From an optimization exercise on the open Yosys and OpenROAD flow, aimed at small area, a short achievable clock period and few clock cycles per item; shortcuts taken in it are not production practice. Only simulation tests tie the RTL to the original design; equivalence was not proved. No activity file was given, so power comes from the tool's default toggle rates.

--- design/flow/config.mk ---
export PLATFORM = sky130hd
export DESIGN_NAME = pll_search
export DESIGN_NICKNAME = pll_search
export VERILOG_FILES = /design/flow/design.v
export SDC_FILE = /design/flow/constraint.sdc
export NUM_CORES = 4
export LEC_CHECK = 0
export CAP_MARGIN = 20
export CORE_MARGIN = 2
export CORE_UTILIZATION = 40
export SLEW_MARGIN = 20
--- design/flow/design.v ---
module pll_udiv;
endmodule
module pll_search (
    input  wire        clk,
    input  wire        rst,         
    input  wire        start,       
    input  wire        calc,        
    input  wire        ext,         
    input  wire [31:0] fin,         
    input  wire [31:0] target,      
    output reg         ready,
    output reg         done,        
    output wire        res_valid,   
    output wire [6:0]  res_n,       
    output wire [2:0]  res_m,       
    output wire        res_e,       
    output wire [6:0]  res_div,     
    output wire [31:0] res_freq,    
    output wire [31:0] res_err      
);
    localparam SR = 4;              
    localparam [2:0] S_IDLE  = 3'd0,
                     S_MP    = 3'd1,
                     S_WAITL = 3'd2,
                     S_SETUP = 3'd3,
                     S_DLOOP = 3'd4,
                     S_EVAL  = 3'd5,
                     S_FIN   = 3'd6,
                     S_PEND  = 3'd7;
    localparam [1:0] M_LO = 2'd0,   
                     M_HI = 2'd1,   
                     M_A  = 2'd2,   
                     M_B  = 2'd3;   
    reg  [2:0]  state;
    reg  [27:0] F;
    reg         Fhi;            
    reg  [31:0] T;
    reg         calc_r;
    reg         ext_r;
    reg  [2:0]  mp1;
    reg  [2:0]  mp_min;         
    reg         e;
    reg  [6:0]  d;
    reg  [2:0]  lk;             
    reg  [2:0]  lmp;            
    reg         lrun;           
    reg         ldone;          
    reg         lf15;
    reg  [28:0] lrLH;
    reg  [6:0]  lqLH;
    reg  [27:0] lrH0;
    reg  [6:0]  lqH0;
    reg  [27:0] lcrem;
    reg  [6:0]  lcq;
    reg         lcsat;
    reg         f15;            
    reg  [28:0] rLH;            
    reg  [6:0]  qLH;
    reg  [27:0] rH0;
    reg  [6:0]  qH0;
    reg  [27:0] crem;           
    reg  [6:0]  cq;             
    reg         csat;
    reg  [7:0]  Q;
    reg  [27:0] Rr;
    reg         sat;
    reg  [12:0] K;
    reg         pendA;          
    reg  [6:0]  dA;
    reg  [12:0] KA;
    reg  [1:0]  mode;
    reg  [12:0] srem;
    reg  [27:0] sq;
    reg  [1:0]  cmp;            
    reg  [2:0]  scnt;
    reg         noab_r;         
    reg         post_hi;        
    reg         post_end;       
    reg         b_valid;
    reg  [31:0] b_err;
    reg  [27:0] b_cand;
    reg         b_e;
    reg  [6:0]  b_n;
    reg  [2:0]  b_m;
    reg  [6:0]  b_d;
    assign res_valid = b_valid;
    assign res_n     = b_n;
    assign res_m     = b_m;
    assign res_e     = b_e;
    assign res_div   = b_d;
    assign res_freq  = {4'd0, b_cand};
    assign res_err   = b_err;
    function [27:0] c15_of;         
        input [2:0] m;
        case (m)
            3'd1: c15_of = 28'd15000000;  3'd2: c15_of = 28'd30000000;
            3'd3: c15_of = 28'd45000000;  3'd4: c15_of = 28'd60000000;
            3'd5: c15_of = 28'd75000000;  3'd6: c15_of = 28'd90000000;
            default: c15_of = 28'd105000000;
        endcase
    endfunction
    function [34:0] cL_of;          
        input [2:0] m;
        case (m)
            3'd1: cL_of = 35'd900000000;   3'd2: cL_of = 35'd1800000000;
            3'd3: cL_of = 35'd2700000000;  3'd4: cL_of = 35'd3600000000;
            3'd5: cL_of = 35'd4500000000;  3'd6: cL_of = 35'd5400000000;
            default: cL_of = 35'd6300000000;
        endcase
    endfunction
    function [34:0] cH0_of;         
        input [2:0] m;
        case (m)
            3'd1: cH0_of = 35'd1039500000;  3'd2: cH0_of = 35'd2079000001;
            3'd3: cH0_of = 35'd3118500002;  3'd4: cH0_of = 35'd4158000003;
            3'd5: cH0_of = 35'd5197500004;  3'd6: cH0_of = 35'd6237000005;
            default: cH0_of = 35'd7276500006;
        endcase
    endfunction
    function [34:0] cH1_of;         
        input [2:0] m;
        case (m)
            3'd1: cH1_of = 35'd1800000000;   3'd2: cH1_of = 35'd3600000001;
            3'd3: cH1_of = 35'd5400000002;   3'd4: cH1_of = 35'd7200000003;
            3'd5: cH1_of = 35'd9000000004;   3'd6: cH1_of = 35'd10800000005;
            default: cH1_of = 35'd12600000006;
        endcase
    endfunction
    wire       F_ok = !Fhi && (F >= 28'd12000000) && (F <= 28'd192000000);
    wire [3:0] mp_lo = (F <= 28'd24000000)  ? 4'd1 :
                       (F <= 28'd48000001)  ? 4'd2 :
                       (F <= 28'd72000002)  ? 4'd3 :
                       (F <= 28'd96000003)  ? 4'd4 :
                       (F <= 28'd120000004) ? 4'd5 :
                       (F <= 28'd144000005) ? 4'd6 :
                       (F <= 28'd168000006) ? 4'd7 : 4'd8;
    wire [2:0] mp_hi = (F >= 28'd84000000) ? 3'd7 :
                       (F >= 28'd72000000) ? 3'd6 :
                       (F >= 28'd60000000) ? 3'd5 :
                       (F >= 28'd48000000) ? 3'd4 :
                       (F >= 28'd36000000) ? 3'd3 :
                       (F >= 28'd24000000) ? 3'd2 : 3'd1;
    wire       mp_any   = F_ok && !mp_lo[3] && (mp_hi >= mp_lo[2:0]);
    wire [2:0] mp_new   = (state == S_MP) ? mp_hi : lmp - 3'd1;
    wire [34:0] tm  = ({35{mp_new[0]}} & {3'd0, T}) +
                      ({35{mp_new[1]}} & {2'd0, T, 1'b0}) +
                      ({35{mp_new[2]}} & {1'd0, T, 2'b0});
    wire [37:0] tm7 = {tm, 3'b0} - {3'd0, tm};
    wire        f15_new = (F >= c15_of(mp_new));
    wire [34:0] cLH_new = f15_new ? cH1_of(mp_new) : cL_of(mp_new);
    wire [34:0] cH0_new = cH0_of(mp_new);
    wire [34:0] cL   = cL_of(mp1);
    wire [34:0] cH0  = cH0_of(mp1);
    wire [34:0] cH1  = cH1_of(mp1);
    wire [34:0] lcLH = lf15 ? cH1_of(lmp) : cL_of(lmp);
    wire [34:0] lcH0 = cH0_of(lmp);
    wire [2:0]  lbit  = 3'd6 - lk;
    wire [28:0] tLH   = (lrun ? {lrLH[27:0], lcLH[lbit]} : lrLH) - {1'b0, F};
    wire        okLH  = !tLH[28];
    wire        lfix  = !lf15 && (lrLH != 29'd0);
    wire [28:0] tLHf  = tLH;
    wire [28:0] tH0   = {lrH0, lcH0[lbit]} - {1'b0, F};
    wire        okH0  = !tH0[28];
    wire [28:0] ctrial = {lcrem, lcq[6]} - {1'b0, F};
    wire        cbit   = !ctrial[28];
    wire [6:0]  Lv   = f15 ? 7'd60 : qLH;
    wire [6:0]  H1v  = f15 ? qLH : 7'd120;
    wire [6:0]  Hv   = e ? H1v : qH0;
    wire        run0_ok = (Lv <= qH0);
    wire        run1_ok = (Lv <= H1v);
    wire [28:0] b2s  = {crem, 1'b0} - {1'b0, F};
    wire        b2c  = !b2s[28];
    wire [6:0]  A0   = cq[6:0];
    wire [27:0] B0   = crem;
    wire [6:0]  A1   = {cq[5:0], b2c};
    wire [27:0] B1   = b2c ? b2s[27:0] : {crem[26:0], 1'b0};
    wire        sat0 = csat;
    wire        sat1 = sat0 || cq[6];
    wire [6:0]  Av   = e ? A1 : A0;
    wire [6:0]  wqLH  = lfix ? lqLH + 7'd1 : lqLH;
    wire [6:0]  wLv   = lf15 ? 7'd60 : wqLH;
    wire [6:0]  wH1v  = lf15 ? wqLH : 7'd120;
    wire        wrun0_ok = (wLv <= lqH0);
    wire        wrun1_ok = (wLv <= wH1v);
    wire [28:0] wb2s  = {lcrem, 1'b0} - {1'b0, F};
    wire        wb2c  = !wb2s[28];
    wire [6:0]  wA1   = {lcq[5:0], wb2c};
    wire [27:0] wB1   = wb2c ? wb2s[27:0] : {lcrem[26:0], 1'b0};
    wire [27:0] Bv   = e ? B1 : B0;
    wire        rnz  = (Rr != 28'd0);
    wire [8:0]  P    = {1'b0, Q} + {8'd0, rnz};
    wire [28:0] rsum = {1'b0, Rr} + {1'b0, Bv};
    wire [29:0] rsub = {1'b0, rsum} - {2'd0, F};
    wire        rc   = !rsub[29];
    wire [27:0] Rn   = rc ? rsub[27:0] : rsum[27:0];
    wire [8:0]  Qn   = {1'b0, Q} + {2'd0, Av} + {8'd0, rc};
    wire [8:0]  Pn   = Qn + {8'd0, (Rn != 28'd0)};
    wire        all_below = sat || (P > {2'd0, Hv});
    wire        all_above = (P <= {2'd0, Lv});
    wire        skip_d    = (d != 7'd64) && (Pn <= {2'd0, Lv});
    wire [12:0] D1   = e ? {6'd0, mp1, 4'b0} - {9'd0, mp1, 1'b0}    
                         : {7'd0, mp1, 3'b0} - {10'd0, mp1};          
    wire [29:0] f2r     = {2'd0, F} - {1'b0, Rr, 1'b0};
    wire        hi_only = f2r[29];
    wire        lo_only = !f2r[29] && ((f2r[28:13] != 16'd0) || (f2r[12:0] >= K - 13'd1));
    reg  [32:0] ad_a, ad_b;
    reg         ad_sub;
    wire [32:0] ad_r = ad_sub ? (ad_a - ad_b) : (ad_a + ad_b);
    wire        xmode = (mode == M_LO) || (mode == M_HI);
    wire [27:0] Wv    = xmode ? b_err[27:0] : ad_r[27:0];
    wire        noab  = !b_valid || (xmode ? (b_err[31:24] != 8'd0) :
                                     (mode == M_A) ? (ad_r[32:28] != 5'd0) : ad_r[32]);
    reg  [12:0] st_rem [0:SR];
    reg  [27:0] st_q   [0:SR];
    reg  [1:0]  st_c   [0:SR];
    reg  [4:0]  wpos;
    integer k;
    always @(*) begin
        st_rem[0] = srem;
        st_q[0]   = sq;
        st_c[0]   = cmp;
        for (k = 0; k < SR; k = k + 1) begin : stg
            reg [13:0] tr;
            reg [13:0] df;
            reg        qb;
            reg        wb;
            tr = {st_rem[k], st_q[k][27]};
            df = tr - {1'b0, K};
            qb = !df[13];
            wpos = 5'd27 - {scnt, 2'b00} - k[4:0];
            wb = Wv[wpos];
            st_rem[k+1] = qb ? df[12:0] : tr[12:0];
            st_q[k+1]   = {st_q[k][26:0], qb};
            st_c[k+1]   = (st_c[k] != 2'd0) ? st_c[k] :
                          (qb && !wb) ? 2'd1 : (!qb && wb) ? 2'd2 : 2'd0;
        end
    end
    wire abort = !noab && ((mode == M_B) ? (st_c[SR] == 2'd2) : (st_c[SR] == 2'd1));
    wire [27:0] qx   = sq[27:0];    
    reg  [1:0]  nmode;
    reg  [34:0] sub_m, sub_s;
    always @(*) begin
        case (nmode)
            M_HI: begin sub_m = {7'd0, F};  sub_s = {7'd0, Rr}; end
            M_A:  if (f15) begin sub_m = {1'b0, F, 6'd0}; sub_s = {5'd0, F, 2'd0}; end    
                  else     begin sub_m = cL;  sub_s = {{6{rLH[28]}}, rLH}; end
            default:
                  if (!e)      begin sub_m = cH0; sub_s = {7'd0, rH0}; end
                  else if (f15) begin sub_m = cH1; sub_s = {{6{rLH[28]}}, rLH}; end
                  else         begin sub_m = {F, 7'd0}; sub_s = {4'd0, F, 3'd0}; end  
        endcase
    end
    wire [34:0] sub_r = sub_m - sub_s;
    wire [34:0] nN    = (nmode == M_LO) ? {7'd0, Rr + {15'd0, K} - 28'd1} : sub_r;
    always @(*) begin
        if (state == S_FIN) begin
            ad_a   = (mode == M_A) ? {5'd0, sq[27:0]} : {1'b0, T};
            ad_b   = (mode == M_A) ? {1'b0, T} : {5'd0, qx};
            ad_sub = (mode != M_HI);
        end else if (state == S_EVAL) begin
            ad_a   = {1'b0, T};
            ad_b   = {1'b0, b_err};
            ad_sub = (mode == M_B);
        end else begin
            ad_a   = {1'b0, T};
            ad_b   = {1'b0, b_err};
            ad_sub = 1'b1;                  
        end
    end
    wire        b_skip = b_valid && !ad_r[32] && (ad_r[31:28] != 4'd0);
    reg  [6:0]  c_n;
    always @(*) begin
        case (mode)
            M_LO:    c_n = Q[6:0] - 7'd1;
            M_HI:    c_n = Q[6:0];
            M_A:     c_n = Lv - 7'd1;
            default: c_n = Hv - 7'd1;
        endcase
    end
    wire [2:0]  c_m    = mp1 - 3'd1;
    wire [31:0] f_err  = xmode ? {4'd0, qx} : ad_r[31:0];
    wire [27:0] f_cand = xmode ? ad_r[27:0] : sq[27:0];
    wire        key_lt = {e, c_n, c_m, d} < {b_e, b_n, b_m, b_d};
    wire        f_better = noab_r || ((mode == M_B) ? (cmp == 2'd1) : (cmp == 2'd2)) ||
                           ((cmp == 2'd0) && key_lt);
    wire [6:0]  x_n      = Q[6:0] - 7'd1;
    wire        x_better = !b_valid || (b_err != 32'd0) ||
                           ({e, x_n, c_m, d} < {b_e, b_n, b_m, b_d});
    task start_lanes;
        begin
            lmp   <= mp_new;
            lf15  <= f15_new;
            lrLH  <= {1'b0, cLH_new[34:7]};
            lqLH  <= 7'd0;
            lrH0  <= cH0_new[34:7];
            lqH0  <= 7'd0;
            lcrem <= tm7[34:7];
            lcq   <= tm7[6:0];
            lcsat <= (tm7[37:7] >= {3'd0, F});
            lk    <= 3'd0;
            lrun  <= 1'b1;
            ldone <= 1'b0;
        end
    endtask
    task finish;
        begin
            done  <= 1'b1;
            ready <= 1'b1;
            state <= S_IDLE;
        end
    endtask
    task start_run;
        input ne;
        begin
            e     <= ne;
            d     <= 7'd1;
            K     <= ne ? ({6'd0, mp1, 4'b0} - {9'd0, mp1, 1'b0})
                        : ({7'd0, mp1, 3'b0} - {10'd0, mp1});
            Q     <= ne ? {1'b0, A1} : {1'b0, A0};
            Rr    <= ne ? B1 : B0;
            sat   <= ne ? sat1 : sat0;
            pendA <= 1'b0;
            state <= S_DLOOP;
        end
    endtask
    task start_run_w;
        input ne;
        begin
            e     <= ne;
            d     <= 7'd1;
            K     <= ne ? ({6'd0, lmp, 4'b0} - {9'd0, lmp, 1'b0})
                        : ({7'd0, lmp, 3'b0} - {10'd0, lmp});
            Q     <= ne ? {1'b0, wA1} : {1'b0, lcq};
            Rr    <= ne ? wB1 : lcrem;
            sat   <= ne ? (lcsat || lcq[6]) : lcsat;
            pendA <= 1'b0;
            state <= S_DLOOP;
        end
    endtask
    task next_mp;
        begin
            if (mp1 != mp_min) state <= S_WAITL;
            else               finish;
        end
    endtask
    task end_run;
        begin
            if (pendA) begin
                pendA <= 1'b0;
                d     <= dA;
                K     <= KA;
                begin_eval(M_A, 1'b0, 1'b1);
            end else if (calc_r && e && run0_ok) start_run(1'b0);
            else next_mp;
        end
    endtask
    task end_run_pend;
        begin
            if (pendA) begin
                pendA <= 1'b0;
                d     <= dA;
                K     <= KA;
                state <= S_PEND;
            end else if (calc_r && e && run0_ok) start_run(1'b0);
            else next_mp;
        end
    endtask
    task advance;
        begin
            if (d == 7'd64) end_run_pend;
            else begin
                d     <= d + 7'd1;
                Q     <= Qn[7:0];
                Rr    <= Rn;
                K     <= K + D1;
                state <= S_DLOOP;
            end
        end
    endtask
    task begin_eval;
        input [1:0] m;
        input       ph;
        input       pe;
        begin
            mode     <= m;
            post_hi  <= ph;
            post_end <= pe;
            cmp      <= 2'd0;
            if (m == M_LO || m == M_HI) begin
                srem <= {9'd0, nN[27:24]};
                sq   <= {nN[23:0], 4'd0};
                scnt <= 3'd1;
            end else begin
                srem <= {6'd0, nN[34:28]};
                sq   <= nN[27:0];
                scnt <= 3'd0;
            end
            state    <= S_EVAL;
        end
    endtask
    task after_eval;
        begin
            if (post_hi) begin_eval(M_HI, 1'b0, post_end);
            else if (post_end) end_run;
            else advance;
        end
    endtask
    always @(*) begin
        if (state == S_EVAL || state == S_FIN) nmode = post_hi ? M_HI : M_A;
        else if (state == S_PEND)              nmode = M_A;
        else if (all_below)                    nmode = b_skip ? M_A : M_B;
        else if (hi_only)                      nmode = M_HI;
        else                                   nmode = M_LO;
    end
    always @(posedge clk) begin
        begin
            done <= 1'b0;
            if (lrun) begin
                lrLH  <= okLH ? tLH : {lrLH[27:0], lcLH[lbit]};
                lqLH  <= {lqLH[5:0], okLH};
                lrH0  <= okH0 ? tH0[27:0] : {lrH0[26:0], lcH0[lbit]};
                lqH0  <= {lqH0[5:0], okH0};
                lcrem <= cbit ? ctrial[27:0] : {lcrem[26:0], lcq[6]};
                lcq   <= {lcq[5:0], cbit};
                lk    <= lk + 3'd1;
                if (lk == 3'd6) begin
                    lrun  <= 1'b0;
                    ldone <= 1'b1;
                end
            end
            case (state)
                S_IDLE: begin
                    F      <= fin[27:0];
                    Fhi    <= (fin[31:28] != 4'd0);
                    T      <= target;
                    calc_r <= calc;
                    ext_r  <= ext;
                    if (start) begin
                        ready   <= 1'b0;
                        b_valid <= 1'b0;
                        lrun    <= 1'b0;
                        state   <= S_MP;
                    end
                end
                S_MP: begin
                    mp_min <= mp_lo[2:0];
                    if (mp_any) begin
                        start_lanes;
                        state <= S_WAITL;
                    end else finish;
                end
                S_WAITL: begin
                    if (ldone) begin
                        mp1   <= lmp;
                        f15   <= lf15;
                        rLH   <= lfix ? tLHf : lrLH;
                        qLH   <= lfix ? lqLH + 7'd1 : lqLH;
                        rH0   <= lrH0;
                        qH0   <= lqH0;
                        crem  <= lcrem;
                        cq    <= lcq;
                        csat  <= lcsat;
                        ldone <= 1'b0;
                        if (lmp != mp_min) start_lanes;
                        if (calc_r && wrun1_ok)                   start_run_w(1'b1);
                        else if (calc_r && wrun0_ok)              start_run_w(1'b0);
                        else if (!calc_r && (ext_r ? wrun1_ok : wrun0_ok)) start_run_w(ext_r);
                        else if (lmp == mp_min)                   finish;
                    end
                end
                S_DLOOP: begin
                    if (all_below) begin
                        if (b_skip) end_run;
                        else begin_eval(M_B, 1'b0, 1'b1);
                    end else if (all_above) begin
                        if (!skip_d) begin
                            pendA <= 1'b1;
                            dA    <= d;
                            KA    <= K;
                        end
                        if (!skip_d && d == 7'd64) begin
                            d     <= d;
                            state <= S_PEND;    
                            pendA <= 1'b0;
                        end else advance;
                    end else if (!rnz) begin
                        if (x_better) begin
                            b_valid <= 1'b1;
                            b_err   <= 32'd0;
                            b_cand  <= T[27:0];
                            b_e     <= e;
                            b_n     <= x_n;
                            b_m     <= c_m;
                            b_d     <= d;
                        end
                        advance;
                    end else if (hi_only) begin
                        begin_eval(M_HI, 1'b0, (d == 7'd64));
                    end else begin
                        begin_eval(M_LO, !lo_only, (d == 7'd64));
                    end
                end
                S_PEND: begin
                    begin_eval(M_A, 1'b0, 1'b1);
                end
                S_EVAL: begin
                    srem <= st_rem[SR];
                    sq   <= st_q[SR];
                    cmp  <= st_c[SR];
                    noab_r <= noab;
                    scnt <= scnt + 3'd1;
                    if (abort) after_eval;
                    else if (scnt == 3'd6) state <= S_FIN;
                end
                S_FIN: begin
                    if (f_better) begin
                        b_valid <= 1'b1;
                        b_err   <= f_err;
                        b_cand  <= f_cand;
                        b_e     <= e;
                        b_n     <= c_n;
                        b_m     <= c_m;
                        b_d     <= d;
                    end
                    after_eval;
                end
                default: state <= S_IDLE;
            endcase
        end
        if (rst) begin
            state <= S_IDLE;
            ready <= 1'b1;
            done  <= 1'b0;
        end
    end
endmodule
--- design/flow/constraint.sdc ---
create_clock -name core_clock -period 70.0 [get_ports {clk}]
set_input_delay 14.0000 -clock core_clock [delete_from_list [all_inputs] [get_ports {clk}]]
set_output_delay 14.0000 -clock core_clock [all_outputs]
set_load 0.01 [all_outputs]
--- design/flow/run.sh ---
#!/bin/bash
# synth_recipe.tcl (not shown) runs the flow's synth.tcl, then flattens the netlist and writes it again
# the make line also repeats each setting of config.mk as NAME=value (left out here)
make -C /OpenROAD-flow-scripts/flow DESIGN_CONFIG=/design/flow/config.mk WORK_HOME=/design/flow/orfs CLKGATE_MAP_FILE= SYNTH_SCRIPT=/design/flow/synth_recipe.tcl finish
==> run summary, run 1 <==
status finished clean; Layout area overhead 10.8%; total vias in the final route 60075; sequential element share of the synthesized area 23.5%; clock skew 0.0538 ns; Placer Congestion 1.01; DR pass1 iterations 7; Syn Area/Cell 7.97 µm²; PD cells 29.7 mW/mm²; Post-CTS Setup Bufs 0; CP Launch Point b_valid; die width 391 µm; hold path depth 0; CTS H-tree depth 3; total gr overflow 0; Max Slew Vio Count 0; setup tns final 0 ns; reg-to-reg critical path endpoint dA[1]; Worst Path Max Fanout 3; critical path endpoint category output pin; WHS Endpoint qH0[6]; Synth Warn # 4; chip height 391 µm; DR DRC count 0; Total GRT Usage 31.7%; fmax 62.8 MHz; CP cell instances clkdlybuf4s50_1; Mapped Area 0.0599 mm²; Post-synth EDFFs 391; actual slew at the worst max-slew pin 1.26 ns; Crit Reg-Reg Startpoint F[0]; final wirelength 251 mm; max-cap violations 0; pin count of the biggest net entering global routing 136; slack of the worst reg-to-reg path 55.10 ns; min Tclk post-route 15.93 ns; leakage 27.6 nW; # rows 142; Clock Tree Buf Depth 3; Nets 8249; Logic pwr share 58.9%; Final Setup Violations 0; WS Path Type flop to output pin; Startpoint Class flop; R2R cell count 56; Primary FF master, synth edfxtp_1; post-CTS sizing 0; worst path arrival time 1.93 ns; Fin. Hold Viols 0; worst min-delay path category flop to flop; Cells after Synth 7519; initial core utilization 40.1%; DIE AREA 0.153 mm²; Seq pwr share 21.4%; initial DRC count 7377; IO Port Bufs 149; worst path bufs/invs 1; RSZ-0062 raised after global routing no; min-delay src lqH0[6]; IO Pins 154; top post-synthesis cells by area edfxtp_1 (20%), ha_1 (13%), a21oi_1 (5.5%); register bit total from synthesis 507; Post-DRT Antenna Nets 0; synth cell count leaders nand2_1 (771), a21oi_1 (664), nor2_1 (655); post-DP HPWL 191 mm; worst path required time 56.00 ns; top cell type's share of synthesized area 19.6%; CTS tree done; clk sink count 507; vias in the first global route 55843; most common cell in the netlist nand2_1; layout cell share with drive strength beyond 1 6.87%; slowest cell on the critical path clkdlybuf4s50_1; initial antenna violation count 8; Crit path largest cell delay 0.73 ns; Skew-Pair Late Insertion Delay 0.72 ns; Core ar. 0.149 mm²; Int Power 1.04 mW; cts hold-fix bufs 0; first-pass GRT wire length 366 mm; CTS root buffer clkbuf_16; slew margin rel. 15.3%; total power 1.97 mW; Netlist cell types 89; clk slew on worst S/H paths 0.06 ns; CTS Buf Count 72; Synth async-reset ratio 0%; drt wl/cell 26.3 µm; routed vias/inst 6.30; period utilisation layout 22.8%; CP top delay family buffers and inverters; Max VDD drop 24.3 µV; switching share of power 47.1%; Switch Pwr 927 µW; Clock power frac 19.7%; top cell type by total area after synthesis edfxtp_1
worst register-to-register path: cells and delay by family (launching register included):
kind / cells / cell delay [ns]
DFF: 1 / 0.31
muxes: 2 / 0.69
and+or+nand+nor: 11 / 1.39
buffers and inverters: 6 / 2.05
AOI/OAI and AO/OA: 29 / 7.66
xor gates and xnor gates: 2 / 0.28
adders and majority gates: 6 / 2.20
per-stage QoR:
stage | hold WS [ns] | worst slack (ns) | util (%) | std cells | area [µm²]
3_3_place_gp | 0.453 | 54.51 | 42.8 | 9396 | 63900
6_report | 0.487 | 54.07 | 44.5 | 9532 | 66400
2_1_floorplan | 0.428 | 55.20 | - | 7522 | 59900
3_5_place_dp | 0.472 | 54.57 | 42.8 | 9396 | 63900
5_1_grt | 0.501 | 54.09 | 44.5 | 9532 | 66400
4_1_cts | 0.487 | 54.08 | 44.5 | 9530 | 66400
area by class of cell:
type / count / area (µm²)
clock inverters: 42 / 479
clock buffers: 92 / 1960
repair buffers: 317 / 2780
fillers: 14769 / 82900
diodes: 2 / 5.00
well taps: 1944 / 2430
inverters: 417 / 1570
flip-flops and latches: 507 / 14100
multi-input cells: 6211 / 43100
state kept, by name, indices dropped and copies added (netlist names), 8 cells and up:
register,flops
lrLH,29
srem,13
b_err,32
crem,28
F,28
rH0,28
T,32
lcrem,28
KA,13
rLH,29
Q,8
b_cand,28
Rr,28
K,13
sq,28
lrH0,28
cells by family (layout without fill, tap and decap cells):
| kind of cell | count (synthesis) | in the layout | synth area share [%] |
|---|---|---|---|
| other cells | 1 | 6 | 0.00626 |
| xor+xnor | 471 | 471 | 6.91 |
| mux | 415 | 415 | 7.30 |
| flops | 507 | 507 | 23.5 |
| simple gates | 2304 | 2304 | 17.7 |
| fa+ha+maj | 654 | 654 | 14.3 |
| buf+inv | 804 | 868 | 5.07 |
| compound gates | 2363 | 2363 | 25.3 |
worst max-delay path by stage:
stage                endpoint  slack [ns]  cells past startpoint
finish              res_valid       54.07                      1
detailed placement      ready       54.57                      6
global placement        ready       54.51                      6
floorplan               ready       55.20                      5
global route        res_valid       54.09                      1
CTS                 res_valid       54.08                      1
layer usage:
layer  wire length [µm]  GRT usage (%)  vias up
li1                   -              -    27725
met1             106000           42.9    28764
met2             107000           48.3     3022
met3              22700           5.36      564
met4              14300           16.6        0
met5                  0              0        -
power groups by stage:
stage / Clock, mW / Combinational (mW) / Sequential [mW]
2_1_floorplan: 0 / 0.793 / 0.404
3_3_place_gp: 0 / 1.12 / 0.424
3_5_place_dp: 0 / 1.14 / 0.425
4_1_cts: 0.391 / 1.14 / 0.419
5_1_grt: 0.401 / 1.26 / 0.425
6_report: 0.387 / 1.16 / 0.421
layout by cell type (no fill, tap or decap), types with 44 or more instances in the layout:
| cell type | synthesis | routed |
|---|---|---|
| o21a_1 | 97 | 97 |
| nor3_1 | 186 | 184 |
| clkdlybuf4s50_1 | 0 | 149 |
| a211oi_1 | 96 | 95 |
| nor2b_1 | 93 | 91 |
| clkbuf_16 | 0 | 73 |
| nand3_1 | 143 | 143 |
| xnor2_1 | 301 | 299 |
| a21oi_1 | 664 | 658 |
| mux2_2 | 115 | 115 |
| a21o_1 | 178 | 178 |
| nand2_1 | 771 | 771 |
| a31oi_1 | 106 | 105 |
| mux2i_1 | 294 | 294 |
| fa_1 | 49 | 49 |
| and2_1 | 48 | 47 |
| o211ai_1 | 76 | 76 |
| xor2_1 | 168 | 165 |
| nor2_1 | 655 | 651 |
| nand4_1 | 48 | 48 |
| a221oi_1 | 54 | 54 |
| dfxtp_1 | 116 | 115 |
| inv_1 | 407 | 404 |
| o221ai_1 | 66 | 66 |
| o21bai_1 | 62 | 62 |
| ha_1 | 605 | 603 |
| o31ai_1 | 45 | 44 |
| buf_4 | 4 | 166 |
| nand2b_1 | 79 | 79 |
| o21ai_0 | 560 | 558 |
| and3_1 | 65 | 64 |
| edfxtp_1 | 391 | 391 |
Testbench counts, summed over its fixed seeds: cycles 11,892, items 320.
==> run 2, diff against run 1 <==
--- a/design/flow/design.v
+++ b/design/flow/design.v
@@ -20,3 +20,3 @@
 );
-    localparam SR = 4;              
+    localparam SR = 3;              
     localparam [2:0] S_IDLE  = 3'd0,
@@ -72,3 +72,3 @@
     reg  [12:0] srem;
-    reg  [27:0] sq;
+    reg  [29:0] sq;
     reg  [1:0]  cmp;            
@@ -209,3 +209,3 @@
     wire        xmode = (mode == M_LO) || (mode == M_HI);
-    wire [27:0] Wv    = xmode ? b_err[27:0] : ad_r[27:0];
+    wire [29:0] Wv    = {2'b00, xmode ? b_err[27:0] : ad_r[27:0]};
     wire        noab  = !b_valid || (xmode ? (b_err[31:24] != 8'd0) :
@@ -213,5 +213,7 @@
     reg  [12:0] st_rem [0:SR];
-    reg  [27:0] st_q   [0:SR];
+    reg  [29:0] st_q   [0:SR];
     reg  [1:0]  st_c   [0:SR];
     reg  [4:0]  wpos;
+    wire [14:0] K2 = {1'b0, K, 1'b0};
+    wire [14:0] K3 = {2'b0, K} + K2;
     integer k;
@@ -222,15 +224,18 @@
         for (k = 0; k < SR; k = k + 1) begin : stg
-            reg [13:0] tr;
-            reg [13:0] df;
-            reg        qb;
-            reg        wb;
-            tr = {st_rem[k], st_q[k][27]};
-            df = tr - {1'b0, K};
-            qb = !df[13];
-            wpos = 5'd27 - {scnt, 2'b00} - k[4:0];
-            wb = Wv[wpos];
-            st_rem[k+1] = qb ? df[12:0] : tr[12:0];
-            st_q[k+1]   = {st_q[k][26:0], qb};
+            reg [14:0] tr;
+            reg [15:0] d1, d2, d3;
+            reg [1:0]  qd;
+            reg [1:0]  wd;
+            tr = {st_rem[k], st_q[k][29:28]};
+            d1 = {1'b0, tr} - {3'b0, K};
+            d2 = {1'b0, tr} - {1'b0, K2};
+            d3 = {1'b0, tr} - {1'b0, K3};
+            qd = !d3[15] ? 2'd3 : !d2[15] ? 2'd2 : !d1[15] ? 2'd1 : 2'd0;
+            wpos = 5'd29 - {scnt, 2'b00} - {1'b0, scnt, 1'b0} - {k[3:0], 1'b0};
+            wd = {Wv[wpos], Wv[wpos - 5'd1]};
+            st_rem[k+1] = !d3[15] ? d3[12:0] : !d2[15] ? d2[12:0] :
+                          !d1[15] ? d1[12:0] : tr[12:0];
+            st_q[k+1]   = {st_q[k][27:0], qd};
             st_c[k+1]   = (st_c[k] != 2'd0) ? st_c[k] :
-                          (qb && !wb) ? 2'd1 : (!qb && wb) ? 2'd2 : 2'd0;
+                          (qd > wd) ? 2'd1 : (qd < wd) ? 2'd2 : 2'd0;
         end
@@ -390,7 +395,7 @@
                 srem <= {9'd0, nN[27:24]};
-                sq   <= {nN[23:0], 4'd0};
+                sq   <= {nN[23:0], 6'd0};
                 scnt <= 3'd1;
             end else begin
-                srem <= {6'd0, nN[34:28]};
-                sq   <= nN[27:0];
+                srem <= {8'd0, nN[34:30]};
+                sq   <= nN[29:0];
                 scnt <= 3'd0;
@@ -512,3 +517,3 @@
                     if (abort) after_eval;
-                    else if (scnt == 3'd6) state <= S_FIN;
+                    else if (scnt == 3'd4) state <= S_FIN;
                 end
==> run 2 against run 1 <==
Net effect:
- clock power is 1% higher
- synthesized cell count is 9.4% higher
- fmax hardly changed
- wire length is 8.6% higher
- clock skew is 0.0069 ns lower
- combinational power is about 30% higher
- clock-buffer cell count is 10 lower
- worst hold slack better by 0.0020 ns
- first-iteration DRC count is 3.7% higher
- final cell count is 9.4% higher
- critical path depth stayed put
==> run summary, run 2 <==
Cells after Synth 8224; first-pass GRT wire length 395 mm; total gr overflow 0; worst path bufs/invs 1; top cell type by total area after synthesis edfxtp_1; synth cell count leaders nand2_1 (938), a21oi_1 (735), ha_1 (708); Switch Pwr 1.17 mW; CP top delay family buffers and inverters; CP Launch Point ready; Total GRT Usage 31.7%; DIE AREA 0.165 mm²; Seq pwr share 18.9%; hold slack 0.489 ns; Nets 9045; final wirelength 272 mm; Post-DRT Antenna Nets 0; CTS root buffer clkbuf_16; fillers 16195; IO Pins 154; # rows 147; Core ar. 0.161 mm²; worst min-delay path category flop to flop; CTS H-tree depth 3; IO Port Bufs 149; Synth Warn # 4; Worst Path Max Fanout 2; Clock Tree Buf Depth 3; clk slew on worst S/H paths 0.06 ns; post-DP HPWL 208 mm; Mapped Area 0.0648 mm²; actual slew at the worst max-slew pin 1.14 ns; worst path arrival time 1.92 ns; post-CTS sizing 0; Crit path largest cell delay 0.65 ns; DR pass1 iterations 8; Placer Congestion 0.985; Final WS setup 54.08 ns; initial DRC count 7652; period utilisation layout 22.7%; pin count of the biggest net entering global routing 176; initial antenna violation count 7; CP cell instances clkdlybuf4s50_1; Layout area overhead 10.2%; register bit total from synthesis 509; Logic pwr share 64.5%; Util after Layout 44.4%; fmax 62.8 MHz; DR DRC count 0; clk sink count 509; WS Path Type flop to output pin; worst path required time 56.00 ns; CTS tree done; PD cells 32.9 mW/mm²; Synth async-reset ratio 0%; Max VDD drop 31.0 µV; Crit Reg-Reg Startpoint K[1]; layout cell share with drive strength beyond 1 6.43%; Final Setup Violations 0; switching share of power 49.7%; Syn Area/Cell 7.88 µm²; top post-synthesis cells by area edfxtp_1 (18%), ha_1 (14%), a21oi_1 (5.7%); Max Slew Vio Count 0; Fin. Hold Viols 0; cts hold-fix bufs 0; drt wl/cell 26.1 µm; Startpoint Class flop; clock skew 0.0469 ns; routed vias/inst 6.28; sequential element share of the synthesized area 21.8%; Post-CTS Setup Bufs 0; commonest non-fill, non-tap cell in the layout nand2_1; leakage 29.9 nW; Clock power frac 16.7%; Post-synth EDFFs 393; CTS Buf Count 68; Primary FF master, synth edfxtp_1; setup tns final 0 ns; vias in the first global route 60042; slew margin rel. 21.7%; slowest cell on the critical path clkdlybuf4s50_1; min-delay src lqH0[6]; initial core utilization 40.3%; min Tclk post-route 15.92 ns; commonest cells after routing, fill and taps aside nand2_1 (936), a21oi_1 (730), ha_1 (707), nor2_1 (681), o21ai_0 (604); die width 406 µm; Int Power 1.18 mW; Netlist cell types 107; RSZ-0062 raised after global routing no; critical path endpoint category output pin; total vias in the final route 65490; Largest regs T: 32 flops, b_err: 32 flops, sq: 30 flops; top cell type's share of synthesized area 18.2%; Skew-Pair Late Insertion Delay 0.72 ns; chip height 406 µm; pre-CTS WS 54.51 ns; max-cap violations 0; status finished clean; most common cell in the netlist nand2_1
-- run 2: per-layer routing --
layer / up-vias / track usage [%] / wire, µm
met1: 31262 / 42.8 / 114000
met5: - / 0 / 25
met3: 630 / 5.62 / 25500
met4: 4 / 17.5 / 17300
met2: 3311 / 47.8 / 115000
li1: 30283 / - / -
-- run 2: power groups by stage --
stage | Sequential, mW | Combinational [mW] | Clock (mW)
6_report | 0.443 | 1.51 | 0.392
5_1_grt | 0.447 | 1.63 | 0.406
4_1_cts | 0.440 | 1.49 | 0.396
3_5_place_dp | 0.446 | 1.48 | 0
3_3_place_gp | 0.445 | 1.46 | 0
2_1_floorplan | 0.419 | 1.04 | 0
-- run 2: logic make-up (layout without fill, tap and decap cells) --
logic type | Yosys count | count (layout) | synth area share [%]
DFF | 509 | 509 | 21.8
xor gates and xnor gates | 524 | 524 | 7.09
other | 1 | 6 | 0.00579
AOI/OAI and AO/OA | 2662 | 2662 | 26.3
and+or+nand+nor | 2513 | 2513 | 17.7
buffers and inverters | 871 | 913 | 5.14
adders and majority gates | 763 | 763 | 15.4
muxes | 381 | 381 | 6.58
-- run 2: final cells by class --
class | count | area, µm² | share of cell area, %
multi-input combinational | 6847 | 47500 | 66.6
sequential | 509 | 14100 | 19.8
timing repair buffer | 328 | 2850 | 4.00
tap | 2160 | 2700 | 3.79
clock buffer | 82 | 1810 | 2.53
inverter | 459 | 1730 | 2.42
clock inverter | 44 | 602 | 0.844
antenna | 2 | 5.00 | 0.00702
-- run 2: path summary, 6_finish.rpt --
path	end	slack, ns	cells after the start
hold reg to reg	qH0[6]	0.49	0
setup / recovery	ready	54.08	1
hold / removal	qH0[6]	0.49	0
setup reg to reg	Rr[6]	54.38	58
-- run 2: metrics by stage --
step           instances  instance area [µm²]  total power [mW]
5_1_grt            10429                71300              2.49
3_5_place_dp       10303                68900              1.92
2_1_floorplan       8227                64800              1.45
6_report           10431                71300              2.35
4_1_cts            10429                71300              2.32
3_3_place_gp       10303                68900              1.90
Testbench counts of run 2, summed over its fixed seeds: cycles 10,734, items 320.
==> run 3, diff against run 2 <==
--- a/design/flow/design.v
+++ b/design/flow/design.v
@@ -217,3 +217,3 @@
     wire [14:0] K2 = {1'b0, K, 1'b0};
-    wire [14:0] K3 = {2'b0, K} + K2;
+    reg  [14:0] K3;             
     integer k;
@@ -356,2 +356,3 @@
                 K     <= KA;
+                K3    <= {2'b0, KA} + {1'b0, KA, 1'b0};
                 begin_eval(M_A, 1'b0, 1'b1);
@@ -422,2 +423,3 @@
             done <= 1'b0;
+            K3   <= {2'b0, K} + K2;
             if (lrun) begin
==> run 3 against run 2 <==
Net effect:
- still clean on timing, DRC and antenna
- first-iteration DRC count decreased by 4.0%
- sequential share of layout area increased by 0.071 points
- die area increased by 1.9%
- fmax increased by 0.16%
- non-clock buffer count decreased by 12
- synthesized cell count increased by 1.8%
- sequential power about the same
- combinational power decreased by 17%
- global-route usage increased by 0.46 points
- register-to-register slack improved by 0.57 ns
- via count increased by 0.99%
- critical path type unchanged
- largest power group unchanged
- highest routed layer unchanged
==> run summary, run 3 <==
status finished clean; Final Setup Violations 0; Primary FF master, synth edfxtp_1; R2R cell count 54; CTS H-tree depth 3; post-CTS sizing 0; # rows 149; CP cell instances clkdlybuf4s50_1; Core ar. 0.164 mm²; min Tclk post-route 15.89 ns; compound-cell area share of the yosys netlist 25.9%; fmax 62.9 MHz; clock skew 0.0598 ns; Max Slew Vio Count 0; top cell type by total area after synthesis edfxtp_1; initial antenna violation count 16; Crit Reg-Reg Startpoint F[0]; total vias in the final route 66140; Worst setup endpoint res_err[1]; top cell type's share of synthesized area 17.9%; slew margin rel. 17.7%; worst min-delay path category flop to flop; slowest cell on the critical path clkdlybuf4s50_1; Total GRT Usage 32.2%; setup tns final 0 ns; routed vias/inst 6.24; clk sink count 524; most common cell in the netlist nand2_1; Synth Warn # 4; Startpoint Class flop; actual slew at the worst max-slew pin 1.22 ns; initial core utilization 40.1%; register bit total from synthesis 524; drt wl/cell 26.4 µm; Post-CTS Setup Bufs 0; Fin. Hold Viols 0; simple-gate share of the synthesized area 17.6%; Nets 9201; DIE AREA 0.168 mm²; Post-Synth Adder-Cell Area 15.5%; clk slew on worst S/H paths 0.06 ns; die width 410 µm; Mapped Area 0.0660 mm²; layout cell share with drive strength beyond 1 6.21%; post-DP HPWL 217 mm; critical path endpoint category output pin; CTS root buffer clkbuf_16; synth cell count leaders nand2_1 (887), a21oi_1 (751), nor2_1 (738); IO Pins 154; Crit path largest cell delay 0.61 ns; first-pass GRT wire length 409 mm; worst path required time 56.00 ns; total power 2.10 mW; CTS Buf Count 72; DR DRC count 0; CP top delay family buffers and inverters; chip height 410 µm; worst path arrival time 1.89 ns; CP Launch Point b_err[1]; Netlist cell types 101; reg-to-reg critical path endpoint KA[12]; Synth async-reset ratio 0%; Cells after Synth 8371; worst path bufs/invs 1; min-delay src lqH0[6]; RSZ-0062 raised after global routing no; XOR/XNOR Fraction of Synth Area 6.86%; WS Path Type flop to output pin; initial DRC count 7348; area of the multi-input gates 0.0483 mm²; Clock Tree Buf Depth 3; Worst Path Max Fanout 5; Layout area overhead 9.99%; main combinational cell family by area after synthesis compound AO/OA/AOI/OAI gates; Post-synth EDFFs 393; leakage 30.2 nW; Inst Count DP 10461; hold slack 0.408 ns; PD cells 29.0 mW/mm²; slack of the worst reg-to-reg path 54.95 ns; Skew-Pair Late Insertion Delay 0.73 ns; sequential standard cell area 0.0144 mm²; CTS tree done; final wirelength 280 mm; Placer Congestion 1.01; Finished Layout Cells 10601; Syn Area/Cell 7.89 µm²; commonest non-fill, non-tap cell in the layout nand2_1; total gr overflow 0; hold path depth 0; DR pass1 iterations 7; Worst path depth 1; sequential element share of the synthesized area 21.9%; Post-DRT Antenna Nets 0; max-cap violations 0; top post-synthesis cells by area edfxtp_1 (18%), ha_1 (14%), a21oi_1 (5.7%); pin count of the biggest net entering global routing 159; period utilisation layout 22.7%; commonest cells after routing, fill and taps aside nand2_1 (887), a21oi_1 (750), nor2_1 (734), ha_1 (727), o21ai_0 (663); vias in the first global route 61604; post-synthesis mux area share 6.96%; Util after Layout 44.2%; fillers 16433; IO Port Bufs 149; Max VDD drop 34.5 µV; cts hold-fix bufs 0; Largest regs T: 32 flops, b_err: 32 flops, sq: 30 flops
## run 3: cell types whose count changed after synthesis, sizes merged, moves of 21 or more
cell	previous run	this run
a21o	228	198
a31oi	90	65
ha	708	730
inv	451	492
mux2i	259	281
nand2	939	887
nand2b	102	127
nand3	149	128
nor2	686	741
o21ai	635	675
## run 3: final cells by class
class | count | area share [%]
well taps | 2189 | 3.77
flip-flops and latches | 524 | 19.9
inverters | 495 | 2.56
clock buffers | 92 | 2.73
multi-input cells | 6937 | 66.5
clock inverters | 41 | 0.720
repair buffers | 316 | 3.80
diodes | 7 | 0.0241
## run 3: worst min path at each step
| stage | end |
|---|---|
| 5_1_grt | qH0[6] |
| 6_report | qH0[6] |
| 4_1_cts | qH0[6] |
| 2_1_floorplan | csat |
| 3_5_place_dp | qH0[6] |
| 3_3_place_gp | qH0[6] |
## run 3: report_power, final
group          switching (mW)  internal [mW]  leakage, nW
clock network           0.168          0.236         1.21
registers              0.0596          0.386         4.71
logic                   0.772          0.481         24.2
## run 3: kinds of logic (layout without fill, tap and decap cells)
group,count (synthesis),in the layout
simple gates,2540,2540
fa+ha+maj,786,786
flops,524,524
compound gates,2677,2677
other cells,1,11
xor+xnor,517,517
mux,413,413
buf+inv,913,944
## run 3: through the flow
stage	instance area [µm²]	setup slack (ns)
final	72600	54.11
after global routing	72600	54.07
after CTS	72600	54.09
after detailed placement	70100	54.49
after global placement	70100	54.38
after floorplan	66000	55.14
## run 3: routing by layer
metal,up-vias,GRT usage [%],share of wire [%]
li1,30696,-,-
met1,31666,42.4,42
met2,3092,49.8,44
met3,676,5.80,8.7
met4,10,17.4,6.1
met5,-,0,0.020
Testbench counts of run 3, summed over its fixed seeds: cycles 10,734, items 320.
==> run 4, diff against run 3 <==
--- a/design/flow/design.v
+++ b/design/flow/design.v
@@ -20,3 +20,3 @@
 );
-    localparam SR = 3;              
+    localparam SR = 4;              
     localparam [2:0] S_IDLE  = 3'd0,
@@ -72,3 +72,3 @@
     reg  [12:0] srem;
-    reg  [29:0] sq;
+    reg  [27:0] sq;
     reg  [1:0]  cmp;            
@@ -165,25 +165,24 @@
     wire        cbit   = !ctrial[28];
-    wire [6:0]  Lv   = f15 ? 7'd60 : qLH;
-    wire [6:0]  H1v  = f15 ? qLH : 7'd120;
-    wire [6:0]  Hv   = e ? H1v : qH0;
-    wire        run0_ok = (Lv <= qH0);
+    wire        tk    = (state == S_WAITL);
+    wire        f15_s = tk ? lf15 : f15;
+    wire [6:0]  qLH_s = tk ? (lfix ? lqLH + 7'd1 : lqLH) : qLH;
+    wire [6:0]  qH0_s = tk ? lqH0 : qH0;
+    wire [27:0] crem_s = tk ? lcrem : crem;
+    wire [6:0]  cq_s  = tk ? lcq : cq;
+    wire        csat_s = tk ? lcsat : csat;
+    wire [2:0]  mp_s  = tk ? lmp : mp1;
+    wire [6:0]  Lv   = f15_s ? 7'd60 : qLH_s;
+    wire [6:0]  H1v  = f15_s ? qLH_s : 7'd120;
+    wire [6:0]  Hv   = e ? H1v : qH0_s;
+    wire        run0_ok = (Lv <= qH0_s);
     wire        run1_ok = (Lv <= H1v);
-    wire [28:0] b2s  = {crem, 1'b0} - {1'b0, F};
+    wire [28:0] b2s  = {crem_s, 1'b0} - {1'b0, F};
     wire        b2c  = !b2s[28];
-    wire [6:0]  A0   = cq[6:0];
-    wire [27:0] B0   = crem;
-    wire [6:0]  A1   = {cq[5:0], b2c};
-    wire [27:0] B1   = b2c ? b2s[27:0] : {crem[26:0], 1'b0};
-    wire        sat0 = csat;
-    wire        sat1 = sat0 || cq[6];
+    wire [6:0]  A0   = cq_s[6:0];
+    wire [27:0] B0   = crem_s;
+    wire [6:0]  A1   = {cq_s[5:0], b2c};
+    wire [27:0] B1   = b2c ? b2s[27:0] : {crem_s[26:0], 1'b0};
+    wire        sat0 = csat_s;
+    wire        sat1 = sat0 || cq_s[6];
     wire [6:0]  Av   = e ? A1 : A0;
-    wire [6:0]  wqLH  = lfix ? lqLH + 7'd1 : lqLH;
-    wire [6:0]  wLv   = lf15 ? 7'd60 : wqLH;
-    wire [6:0]  wH1v  = lf15 ? wqLH : 7'd120;
-    wire        wrun0_ok = (wLv <= lqH0);
-    wire        wrun1_ok = (wLv <= wH1v);
-    wire [28:0] wb2s  = {lcrem, 1'b0} - {1'b0, F};
-    wire        wb2c  = !wb2s[28];
-    wire [6:0]  wA1   = {lcq[5:0], wb2c};
-    wire [27:0] wB1   = wb2c ? wb2s[27:0] : {lcrem[26:0], 1'b0};
     wire [27:0] Bv   = e ? B1 : B0;
@@ -209,3 +208,3 @@
     wire        xmode = (mode == M_LO) || (mode == M_HI);
-    wire [29:0] Wv    = {2'b00, xmode ? b_err[27:0] : ad_r[27:0]};
+    wire [27:0] Wv    = xmode ? b_err[27:0] : ad_r[27:0];
     wire        noab  = !b_valid || (xmode ? (b_err[31:24] != 8'd0) :
@@ -213,7 +212,5 @@
     reg  [12:0] st_rem [0:SR];
-    reg  [29:0] st_q   [0:SR];
+    reg  [27:0] st_q   [0:SR];
     reg  [1:0]  st_c   [0:SR];
     reg  [4:0]  wpos;
-    wire [14:0] K2 = {1'b0, K, 1'b0};
-    reg  [14:0] K3;             
     integer k;
@@ -224,18 +221,15 @@
         for (k = 0; k < SR; k = k + 1) begin : stg
-            reg [14:0] tr;
-            reg [15:0] d1, d2, d3;
-            reg [1:0]  qd;
-            reg [1:0]  wd;
-            tr = {st_rem[k], st_q[k][29:28]};
-            d1 = {1'b0, tr} - {3'b0, K};
-            d2 = {1'b0, tr} - {1'b0, K2};
-            d3 = {1'b0, tr} - {1'b0, K3};
-            qd = !d3[15] ? 2'd3 : !d2[15] ? 2'd2 : !d1[15] ? 2'd1 : 2'd0;
-            wpos = 5'd29 - {scnt, 2'b00} - {1'b0, scnt, 1'b0} - {k[3:0], 1'b0};
-            wd = {Wv[wpos], Wv[wpos - 5'd1]};
-            st_rem[k+1] = !d3[15] ? d3[12:0] : !d2[15] ? d2[12:0] :
-                          !d1[15] ? d1[12:0] : tr[12:0];
-            st_q[k+1]   = {st_q[k][27:0], qd};
+            reg [13:0] tr;
+            reg [13:0] df;
+            reg        qb;
+            reg        wb;
+            tr = {st_rem[k], st_q[k][27]};
+            df = tr - {1'b0, K};
+            qb = !df[13];
+            wpos = 5'd27 - {scnt, 2'b00} - k[4:0];
+            wb = Wv[wpos];
+            st_rem[k+1] = qb ? df[12:0] : tr[12:0];
+            st_q[k+1]   = {st_q[k][26:0], qb};
             st_c[k+1]   = (st_c[k] != 2'd0) ? st_c[k] :
-                          (qd > wd) ? 2'd1 : (qd < wd) ? 2'd2 : 2'd0;
+                          (qb && !wb) ? 2'd1 : (!qb && wb) ? 2'd2 : 2'd0;
         end
@@ -321,4 +315,4 @@
             d     <= 7'd1;
-            K     <= ne ? ({6'd0, mp1, 4'b0} - {9'd0, mp1, 1'b0})
-                        : ({7'd0, mp1, 3'b0} - {10'd0, mp1});
+            K     <= ne ? ({6'd0, mp_s, 4'b0} - {9'd0, mp_s, 1'b0})
+                        : ({7'd0, mp_s, 3'b0} - {10'd0, mp_s});
             Q     <= ne ? {1'b0, A1} : {1'b0, A0};
@@ -330,16 +324,2 @@
     endtask
-    task start_run_w;
-        input ne;
-        begin
-            e     <= ne;
-            d     <= 7'd1;
-            K     <= ne ? ({6'd0, lmp, 4'b0} - {9'd0, lmp, 1'b0})
-                        : ({7'd0, lmp, 3'b0} - {10'd0, lmp});
-            Q     <= ne ? {1'b0, wA1} : {1'b0, lcq};
-            Rr    <= ne ? wB1 : lcrem;
-            sat   <= ne ? (lcsat || lcq[6]) : lcsat;
-            pendA <= 1'b0;
-            state <= S_DLOOP;
-        end
-    endtask
     task next_mp;
@@ -356,3 +336,2 @@
                 K     <= KA;
-                K3    <= {2'b0, KA} + {1'b0, KA, 1'b0};
                 begin_eval(M_A, 1'b0, 1'b1);
@@ -396,7 +375,7 @@
                 srem <= {9'd0, nN[27:24]};
-                sq   <= {nN[23:0], 6'd0};
+                sq   <= {nN[23:0], 4'd0};
                 scnt <= 3'd1;
             end else begin
-                srem <= {8'd0, nN[34:30]};
-                sq   <= nN[29:0];
+                srem <= {6'd0, nN[34:28]};
+                sq   <= nN[27:0];
                 scnt <= 3'd0;
@@ -423,3 +402,2 @@
             done <= 1'b0;
-            K3   <= {2'b0, K} + K2;
             if (lrun) begin
@@ -471,6 +449,6 @@
                         if (lmp != mp_min) start_lanes;
-                        if (calc_r && wrun1_ok)                   start_run_w(1'b1);
-                        else if (calc_r && wrun0_ok)              start_run_w(1'b0);
-                        else if (!calc_r && (ext_r ? wrun1_ok : wrun0_ok)) start_run_w(ext_r);
-                        else if (lmp == mp_min)                   finish;
+                        if (calc_r && run1_ok)                  start_run(1'b1);
+                        else if (calc_r && run0_ok)             start_run(1'b0);
+                        else if (!calc_r && (ext_r ? run1_ok : run0_ok)) start_run(ext_r);
+                        else if (lmp == mp_min)                 finish;
                     end
@@ -519,3 +497,3 @@
                     if (abort) after_eval;
-                    else if (scnt == 3'd4) state <= S_FIN;
+                    else if (scnt == 3'd6) state <= S_FIN;
                 end
==> run 4 against run 3 <==
Net effect:
- wire length decreased by 13%
- first-iteration DRC count decreased by 18%
- worst setup slack got worse by 0.66 ns
- global-route usage decreased by 0.96 points
- clock power decreased by 7.2%
- combinational power about the same
- clock skew decreased by 0.0050 ns
- worst hold slack improved by 0.055 ns
- critical path type is now flop to flop
- critical endpoint is now KA[9]
- highest routed layer unchanged
- flip-flop and latch count decreased by 17
- clock-buffer cell count decreased by 2
- sequential power decreased by 4%
- synthesized cell count decreased by 11%
- largest power group unchanged
==> run summary, run 4 <==
cts hold-fix bufs 0; Fin. Hold Viols 0; top cell type by total area after synthesis edfxtp_1; period utilisation layout 23.6%; worst path required time 70.39 ns; top cell type's share of synthesized area 19.8%; # rows 141; most common cell in the netlist nand2_1; Synth Warn # 4; PD cells 30.9 mW/mm²; leakage 27.1 nW; XOR/XNOR Fraction of Synth Area 6.41%; Largest regs T: 32 flops, b_err: 32 flops; pin count of the biggest net entering global routing 139; Worst Path Max Fanout 46; total gr overflow 0; initial DRC count 6035; DR pass1 iterations 7; status finished clean; first-pass GRT wire length 360 mm; total power 2.03 mW; critical path endpoint category flop; clk slew on worst S/H paths 0.06 ns; DIE AREA 0.151 mm²; CTS tree done; commonest cells after routing, fill and taps aside nand2_1 (871), a21oi_1 (654), nor2_1 (653), ha_1 (596), o21ai_0 (545); initial antenna violation count 11; DR DRC count 0; Mapped Area 0.0592 mm²; area of the multi-input gates 0.0422 mm²; Cells after Synth 7478; Synth async-reset ratio 0%; Placer Congestion 0.973; Final WS setup 53.45 ns; layout cell share with drive strength beyond 1 7.13%; top post-synthesis cells by area edfxtp_1 (20%), ha_1 (13%), a21oi_1 (5.6%); Max Slew Vio Count 0; Skew-Pair Late Insertion Delay 0.71 ns; dpl cell area 0.0631 mm²; Layout area overhead 10.7%; CTS Buf Count 71; Post-synth EDFFs 391; Total GRT Usage 31.2%; CTS root buffer clkbuf_16; Final Setup Violations 0; post-synthesis mux area share 6.50%; initial core utilization 40.2%; commonest non-fill, non-tap cell in the layout nand2_1; Worst path most repeated cell a21oi_1; pre-CTS WS 53.88 ns; worst min-delay path category flop to flop; die width 389 µm; Syn Area/Cell 7.91 µm²; Primary FF master, synth edfxtp_1; post-DP HPWL 186 mm; chip height 389 µm; RSZ-0062 raised after global routing no; vias in the first global route 55373; Nets 8213; Startpoint Class flop; post-CTS sizing 0; Post-Synth Adder-Cell Area 14.3%; main combinational cell family by area after synthesis compound AO/OA/AOI/OAI gates; clk sink count 507; max-cap violations 0; Max VDD drop 31.2 µV; simple-gate share of the synthesized area 18.0%; WS Path Type flop to flop; IO Port Bufs 149; sequential standard cell area 0.0141 mm²; worst path arrival time 16.94 ns; slowest cell on the critical path or4_1; fillers 14666; clock skew 0.0548 ns; register bit total from synthesis 507; Post-DRT Antenna Nets 0; Crit path largest cell delay 0.68 ns; compound-cell area share of the yosys netlist 25.8%; Clock Tree Buf Depth 3; slack of the worst reg-to-reg path 53.45 ns; actual slew at the worst max-slew pin 1.14 ns; min Tclk post-route 16.55 ns; routed vias/inst 6.24; setup tns final 0 ns; sequential element share of the synthesized area 23.8%; slew margin rel. 24.0%; Core ar. 0.147 mm²; final wirelength 245 mm; total vias in the final route 59220; CTS H-tree depth 3; Final Cell Area 0.0655 mm²; fmax 60.4 MHz; Post-CTS Setup Bufs 0; drt wl/cell 25.8 µm; IO Pins 154; synth cell count leaders nand2_1 (872), nor2_1 (658), a21oi_1 (657); Netlist cell types 106
==> run 4: cell type report <==
cell class	count	share of cell area, %
multi-input cells	6161	64.4
flip-flops and latches	507	21.5
repair buffers	328	4.35
well taps	1930	3.69
clock buffers	90	2.88
inverters	430	2.47
clock inverters	41	0.675
diodes	5	0.0191
==> run 4: power breakdown <==
part	internal [mW]	leakage [nW]	switching (mW)	total [mW]
clock network	0.210	1.11	0.165	0.375
logic	0.482	21.3	0.739	1.22
registers	0.374	4.69	0.0555	0.429
==> run 4: worst paths after layout <==
kind         startpoint     end  cells past startpoint
max reg2reg    state[0]   KA[9]                     59
max            state[0]   KA[9]                     59
min             lqH0[6]  qH0[6]                      0
min reg2reg     lqH0[6]  qH0[6]                      0
==> run 4: through the flow <==
step                      util [%]  hold slack (ns)  instances
final                         44.4            0.463       9492
after global placement        42.8            0.453       9356
after CTS                     44.4            0.463       9487
after global routing          44.4            0.478       9487
after detailed placement      42.8            0.451       9356
after floorplan                  -            0.426       7481
==> run 4: cells by family after synthesis <==
group                      after synthesis
DFF                                    507
AOI/OAI and AO/OA                     2377
adders and majority gates              645
and+or+nand+nor                       2346
other                                    1
xor gates and xnor gates               431
muxes                                  358
buffers and inverters                  813
==> run 4: critical path: cells and delay by family (launching register included) <==
family | cells | cell delay, ns
compound gates | 33 | 7.86
buf+inv | 7 | 2.76
fa+ha+maj | 6 | 1.97
simple gates | 9 | 1.91
mux | 2 | 0.71
xor+xnor | 2 | 0.56
flops | 1 | 0.30
==> run 4: metal layers <==
layer  part of all wire [%]  wire [µm]  track usage (%)  vias to the layer above
li1                       -          -                -                    27530
met1                     41     101000             40.3                    28309
met2                     44     107000             48.6                     2710
met3                    8.2      20100             5.41                      657
met4                    6.7      16500             18.9                       14
met5                  0.040         98                0                        -
Testbench counts of run 4, summed over its fixed seeds: cycles 11,892, items 320.

==> static timing again, ports no longer ideal <==
Ports are ideal in the flow. The routed layouts listed here were re-timed in OpenROAD. Step 1: set_driving_cell puts a clkbuf_16 on clk and a buf_2 on each other input, an assumption about the parent block. Step 2 times the ports against the registers' clock, not the clock port: input delays grow and output delays shrink by t, the midpoint of the rising clock arrivals with the driver on. Three values: ideal, step 1, step 2; two values: the first two.
| run | shift t [ns] | setup WS [ns] | worst hold slack (ns) | worst setup path after step 2 |
|---|---|---|---|---|
| run 1 | 0.783 | 54.069 / 53.981 / 54.457 | 0.487 / 0.487 / 0.487 | input to register |
| run 2 | 0.786 | 54.082 / 53.990 / 54.378 | 0.489 / 0.489 / 0.489 | register to register |
| run 3 | 0.778 | 54.108 / 54.026 / 54.407 | 0.408 / 0.408 / 0.408 | input to register |
| run 4 | 0.767 | 53.450 / 53.450 / 53.450 | 0.463 / 0.463 / 0.463 | register to register |
After both steps setup and hold are still met in every run listed.
